From an optimization exercise on the open Yosys and OpenROAD flow, aimed at small area; shortcuts taken in it are not production practice. Function was checked by simulation only, so behaviour that the tests miss may differ from the original. Power figures rest on the tool's default switching activity, not on a simulated workload.

== oak ==
## crc_link
module crc_link (
    input  wire        clk,
    input  wire        rst,
    input  wire        op_valid,
    input  wire [3:0]  op_code,
    input  wire [7:0]  op_arg,
    input  wire        tick,
    output wire [5:0]  stat,          
    output wire [2:0]  op_status,
    output reg  [15:0] crc,
    output reg  [2:0]  rx_err,
    output reg  [7:0]  rx_len,
    output wire [15:0] rx_crc_calc,
    output wire [15:0] rx_crc_recv,
    output wire        txm_re,
    output wire [7:0]  txm_addr,
    input  wire [7:0]  txm_rdata,
    output wire        rxm_we,
    output wire [8:0]  rxm_addr,
    output wire [7:0]  rxm_wdata,
    output wire        txd,
    input  wire        rxd
);
clock: 10.0 ns
lec_check: 0
cap_margin: 20
core_margin: 2
core_utilization: 40
slew_margin: 20
standard.sh (not shown) runs the stock make flow with config.mk's settings and CLKGATE_MAP_FILE= SYNTH_SCRIPT=/design/flow/synth_recipe.tcl, a recipe that flattens the netlist after the stock synthesis.
==> flow/flow/run.sh <==
#!/bin/bash
# The standard layout (standard.sh) with three changes to how the layout is
# made: an area-oriented ABC script for the combinational logic (flow/area.abc,
# everything else in synthesis as synth_recipe.tcl does it), the smallest buffer
# cell for the port buffers, and clock-tree settings for a small clock tree.
set -euo pipefail
cd "$(dirname "$0")/.."
W=$PWD
export BUFFER_PORTS_ARGS="-buffer_cell sky130_fd_sc_hd__buf_1"
export CTS_ARGS="-sink_clustering_enable -repair_clock_nets -dont_use_dummy_load -sink_clustering_size 14 -sink_clustering_max_diameter 40 -buf_list sky130_fd_sc_hd__clkbuf_4"
{
  printf 'proc abc {args} {\n'
  printf '  set i [lsearch -exact $args -script]\n'
  printf '  if {$i >= 0} { lset args [expr {$i + 1}] %s }\n' "$W/flow/area.abc"
  printf '  yosys abc {*}$args\n}\n'
  cat synth_recipe.tcl
} > own_synth.tcl
sed "s|SYNTH_SCRIPT=[^ ]*|SYNTH_SCRIPT=$W/own_synth.tcl|" standard.sh > own_standard.sh
grep -q "SYNTH_SCRIPT=$W/own_synth.tcl" own_standard.sh
bash own_standard.sh > standard.log 2>&1
==> flow/flow/area.abc <==
&get -n
&st
&dch
&nf -a -F 4 -A 8
&st
&dch
&nf -a -F 4 -A 8
&st
&dch
&nf -a -F 4 -A 8
&put
The following lists how pine was set up differently from oak:
Settings: ABC_AREA newly set to 1.
==> flow/run.sh (new file) <==
#!/bin/bash
# synth_recipe.tcl (not shown) runs the flow's synth.tcl, then flattens the netlist and writes it again
# the make line also repeats each setting of config.mk as NAME=value (left out here)
make -C /OpenROAD-flow-scripts/flow DESIGN_CONFIG=/design/flow/config.mk WORK_HOME=/design/flow/orfs CLKGATE_MAP_FILE= SYNTH_SCRIPT=/design/flow/synth_recipe.tcl finish
removed: flow/flow/run.sh
removed: flow/flow/area.abc
removed: flow/standard.sh
Results
pine went all the way through the flow, and no timing, DRC or antenna check failed.
Relative to oak, the proportion of cell area spent on the clock network of pine is higher by 4.1 points.
oak → pine: shortest period the worst path allows grew by 0.64 ns; fraction of cell area in non-clock buffers rose 5.1 points; tapcell count increased by 45 relative to the old numbers.
For the clock-buffer cell count, pine came in 11% lower than oak did.
| final area | higher: pine |

========
## run A
crc_link again, from the RTL that the note above started with.
==> flow/config.mk <==
export PLATFORM = sky130hd
export DESIGN_NAME = crc_link
export DESIGN_NICKNAME = crc_link
export VERILOG_FILES = /design/flow/design.v
export SDC_FILE = /design/flow/constraint.sdc
export NUM_CORES = 4
export LEC_CHECK = 0
export CAP_MARGIN = 20
export CORE_MARGIN = 2
export CORE_UTILIZATION = 40
export CTS_BUF_LIST = sky130_fd_sc_hd__clkbuf_8
export CTS_CLUSTER_DIAMETER = 60
export CTS_CLUSTER_SIZE = 25
export SLEW_MARGIN = 20
==> flow/constraint.sdc <==
create_clock -name core_clock -period 10.0 [get_ports {clk}]
set_input_delay 2.0000 -clock core_clock [delete_from_list [all_inputs] [get_ports {clk}]]
set_output_delay 2.0000 -clock core_clock [all_outputs]
set_load 0.01 [all_outputs]
==> flow/flow/run.sh <==
#!/bin/bash
set -euo pipefail
cd "$(dirname "$0")/.."
export BUFFER_PORTS_ARGS="-buffer_cell sky130_fd_sc_hd__buf_1"
bash standard.sh > standard.log 2>&1
Run A ran to completion and came out clean on the timing, DRC and antenna checks.
## Diff of input files: run B against run A
--- a/flow/flow/run.sh
+++ b/flow/flow/run.sh
@@ -4,0 +5 @@
+export CTS_ARGS="-sink_clustering_enable -repair_clock_nets -dont_use_dummy_load -sink_clustering_size 25 -sink_clustering_max_diameter 60 -buf_list sky130_fd_sc_hd__clkbuf_8"
## What came out
Average wire per cell in the routed design of run B exceeds that of run A slightly. Run A → run B: standby leakage power decreased by 2.2% relative to the old numbers; placed instance area closely matched the old numbers; share of power burned in the clock network decreased by 5.5 points relative to the old numbers; share of the final layout cell area in sequential cells increased by 0.80 points relative to the old numbers. Per the comparison of run B with run A, wire length comparable, number of top-level pins flat, worst setup slack after layout +0.030 ns. For area of all sequential standard cells, run A and run B come out practically identical. ~same area taken by multi-input logic gates in run B and run A.
The inputs of run C differ from those of run B as listed below.
==> flow/run.sh (new file) <==
#!/bin/bash
# synth_recipe.tcl (not shown) runs the flow's synth.tcl, then flattens the netlist and writes it again
# the make line also repeats each setting of config.mk as NAME=value (left out here)
make -C /OpenROAD-flow-scripts/flow DESIGN_CONFIG=/design/flow/config.mk WORK_HOME=/design/flow/orfs CLKGATE_MAP_FILE= SYNTH_SCRIPT=/design/flow/synth_recipe.tcl finish
--- a/flow/config.mk
+++ b/flow/config.mk
@@ -11,3 +10,0 @@
-export CTS_BUF_LIST = sky130_fd_sc_hd__clkbuf_8
-export CTS_CLUSTER_DIAMETER = 60
-export CTS_CLUSTER_SIZE = 25
removed: flow/flow/run.sh
removed: flow/standard.sh
Findings:
Run C: portion of the layout cell area used by clock cells is 4.3 points higher than what run B reported. Final worst-path cycle share sits higher in run C than in run B. Of run B and run C, the run reporting the lower number of cells on the critical path was run C. Worst setup slack: run C < run B.

========
Another version of the RTL of crc_link (not shown whole).
Size in the first run: about 840 cells after synthesis, ~210 flip-flops, ~120 I/O pins, ~9200 um2 of cells after synthesis.
==> flow/config.mk <==
export PLATFORM = sky130hd
export DESIGN_NAME = crc_link
export DESIGN_NICKNAME = crc_link
export VERILOG_FILES = /design/flow/design.v
export SDC_FILE = /design/flow/constraint.sdc
export NUM_CORES = 4
export LEC_CHECK = 0
export CAP_MARGIN = 20
export CORE_MARGIN = 2
export CORE_UTILIZATION = 40
export SLEW_MARGIN = 20
==> flow/constraint.sdc <==
create_clock -name core_clock -period 10.0 [get_ports {clk}]
set_input_delay 2.0000 -clock core_clock [delete_from_list [all_inputs] [get_ports {clk}]]
set_output_delay 2.0000 -clock core_clock [all_outputs]
set_load 0.01 [all_outputs]
==> flow/flow/run.sh <==
#!/bin/bash
# The standard layout (standard.sh) with three changes to how the layout is
# made: an area-oriented ABC script for the combinational logic (flow/area.abc,
# everything else in synthesis as synth_recipe.tcl does it), the smallest buffer
# cell for the port buffers, and clock-tree settings for a small clock tree.
set -euo pipefail
cd "$(dirname "$0")/.."
W=$PWD
export BUFFER_PORTS_ARGS="-buffer_cell sky130_fd_sc_hd__buf_1"
export CTS_ARGS="-sink_clustering_enable -repair_clock_nets -dont_use_dummy_load -sink_clustering_size 25 -sink_clustering_max_diameter 60 -buf_list sky130_fd_sc_hd__clkbuf_8"
{
  printf 'proc abc {args} {\n'
  printf '  set i [lsearch -exact $args -script]\n'
  printf '  if {$i >= 0} { lset args [expr {$i + 1}] %s }\n' "$W/flow/area.abc"
  printf '  yosys abc {*}$args\n}\n'
  cat synth_recipe.tcl
} > own_synth.tcl
sed "s|SYNTH_SCRIPT=[^ ]*|SYNTH_SCRIPT=$W/own_synth.tcl|" standard.sh > own_standard.sh
grep -q "SYNTH_SCRIPT=$W/own_synth.tcl" own_standard.sh
bash own_standard.sh > standard.log 2>&1
==> flow/flow/area.abc <==
&get -n
&st
&dch
&nf -a -F 4 -A 8
&st
&dch
&nf -a -F 4 -A 8
&st
&dch
&nf -a -F 4 -A 8
&put
The starting point completed with no timing, DRC or antenna violations.
Then changed:
==> flow/flow/run.sh (replaced) <==
#!/bin/bash
# The standard layout (standard.sh) with these changes to how the layout
# is made:
#  - an area-oriented ABC script (flow/area.abc) maps the combinational logic;
#    the rest of synthesis is synth_recipe.tcl unchanged, so the registers are
#    the standard synthesis's;
#  - yosys's pass-through buffers (insbuf) and the port buffers use the
#    smallest buffer cell, sky130_fd_sc_hd__buf_1;
#  - clock-tree settings for a small clock tree without dummy loads.
# standard.sh's output goes to standard.log here; ORFS keeps each step's log
# under orfs/logs/.
set -euo pipefail
cd "$(dirname "$0")/.."
W=$PWD
export BUFFER_PORTS_ARGS="-buffer_cell sky130_fd_sc_hd__buf_1"
export CTS_ARGS="-sink_clustering_enable -repair_clock_nets -dont_use_dummy_load -sink_clustering_size 30 -sink_clustering_max_diameter 40 -buf_list sky130_fd_sc_hd__clkbuf_16"
{
  printf 'proc abc {args} {\n'
  printf '  set i [lsearch -exact $args -script]\n'
  printf '  if {$i >= 0} { lset args [expr {$i + 1}] %s }\n' "$W/flow/area.abc"
  printf '  yosys abc {*}$args\n}\n'
  cat synth_recipe.tcl
} > own_synth.tcl
sed -e "s|SYNTH_SCRIPT=[^ ]*|SYNTH_SCRIPT=$W/own_synth.tcl MIN_BUF_CELL_AND_PORTS='sky130_fd_sc_hd__buf_1 A X'|" \
  standard.sh > own_standard.sh
grep -q "SYNTH_SCRIPT=$W/own_synth.tcl MIN_BUF" own_standard.sh
bash own_standard.sh > standard.log 2>&1
==> flow/flow/area.abc (replaced) <==
&get -n
&st
&deepsyn -J 100 -T 600
&dch -f
&nf -a -F 8 -A 16
&st
&dch -f
&nf -a -F 8 -A 16
&st
&dch -f
&nf -a -F 8 -A 16
&put
CORE_UTILIZATION = 70   (was 40)
After rerunning:
- clock-buffer cell count rose by 8
- flip-flop and latch count is unchanged
- clock skew came out lower by 0.0087 ns
- routed wire length is higher by 1.2%
- combinational power goes down by about 8%
- via count goes up by 1.2%
- core utilization grows by 36 points
- setup slack loses 0.39 ns
- synthesized area is lower by 3.9%
Then changed:
--- a/flow/flow/run.sh
+++ b/flow/flow/run.sh
@@ -14,5 +14,5 @@
 W=$PWD
 export BUFFER_PORTS_ARGS="-buffer_cell sky130_fd_sc_hd__buf_1"
-export CTS_ARGS="-sink_clustering_enable -repair_clock_nets -dont_use_dummy_load -sink_clustering_size 30 -sink_clustering_max_diameter 40 -buf_list sky130_fd_sc_hd__clkbuf_16"
+export CTS_ARGS="-sink_clustering_enable -repair_clock_nets -dont_use_dummy_load -sink_clustering_size 22 -sink_clustering_max_diameter 55 -buf_list sky130_fd_sc_hd__clkbuf_8"
 {
   printf 'proc abc {args} {\n'
CORE_UTILIZATION = 40   (was 70)
Outcome: The new run produced a clean layout; sequential cell count does not change; clock skew came out higher by 0.031 ns; worst setup slack gains 0.19 ns; final area came out lower by 2.0%; utilization came out lower by 36 points; fmax came out higher by about 4%.
Then changed:
--- a/flow/flow/run.sh
+++ b/flow/flow/run.sh
@@ -14,5 +14,5 @@
 W=$PWD
 export BUFFER_PORTS_ARGS="-buffer_cell sky130_fd_sc_hd__buf_1"
-export CTS_ARGS="-sink_clustering_enable -repair_clock_nets -dont_use_dummy_load -sink_clustering_size 22 -sink_clustering_max_diameter 55 -buf_list sky130_fd_sc_hd__clkbuf_8"
+export CTS_ARGS="-sink_clustering_enable -repair_clock_nets -dont_use_dummy_load -sink_clustering_size 36 -sink_clustering_max_diameter 70 -buf_list sky130_fd_sc_hd__clkbuf_16"
 {
   printf 'proc abc {args} {\n'
CORE_UTILIZATION = 60   (was 40)
The changed run finished clean.
Cell count is lower by 9.0%.
Sequential power barely changes.
Via count is higher by 2.8%.
Setup slack got worse by 0.097 ns.
Critical path depth does not change.
Power is higher by 1.2%.

separate check: timing with driven ports:
In the flow no input, the clock included, has a driving cell. The finished layouts below were timed again as built, in two steps.
Step 1 sets driving cells, clkbuf_16 on the clock port and buf_2 on the other inputs (assumed; they add their load-dependent delay and slew).
Step 2 times the ports against the registers' clock, not the clock port: input delays grow and output delays shrink by t, the midpoint of the rising clock arrivals with the driver on.
Slacks: ideal ports / drivers / drivers and shift; pairs: ideal ports / drivers.
run	t (ns)	setup WS [ns]	worst setup path at the end
oak	0.636	5.453 / 5.410 / 6.046	register to output
pine	0.554	4.813 / 4.767 / 5.322	register to output
run A	0.566	5.596 / 5.553 / 5.948	input to register
run B	0.541	5.626 / 5.583 / 5.946	input to register
run C	0.551	5.208 / 5.160 / 5.608	input to register
the first run of note 3	0.535	5.596 / 5.556 / 5.930	input to register
the second run of note 3	0.549	5.210 / 5.166 / 5.347	input to register
the third run of note 3	0.544	5.402 / 5.364 / 5.500	input to register
the fourth run of note 3	0.495	5.305 / 5.262 / 5.353	input to register
After both steps every run listed still meets setup and hold.
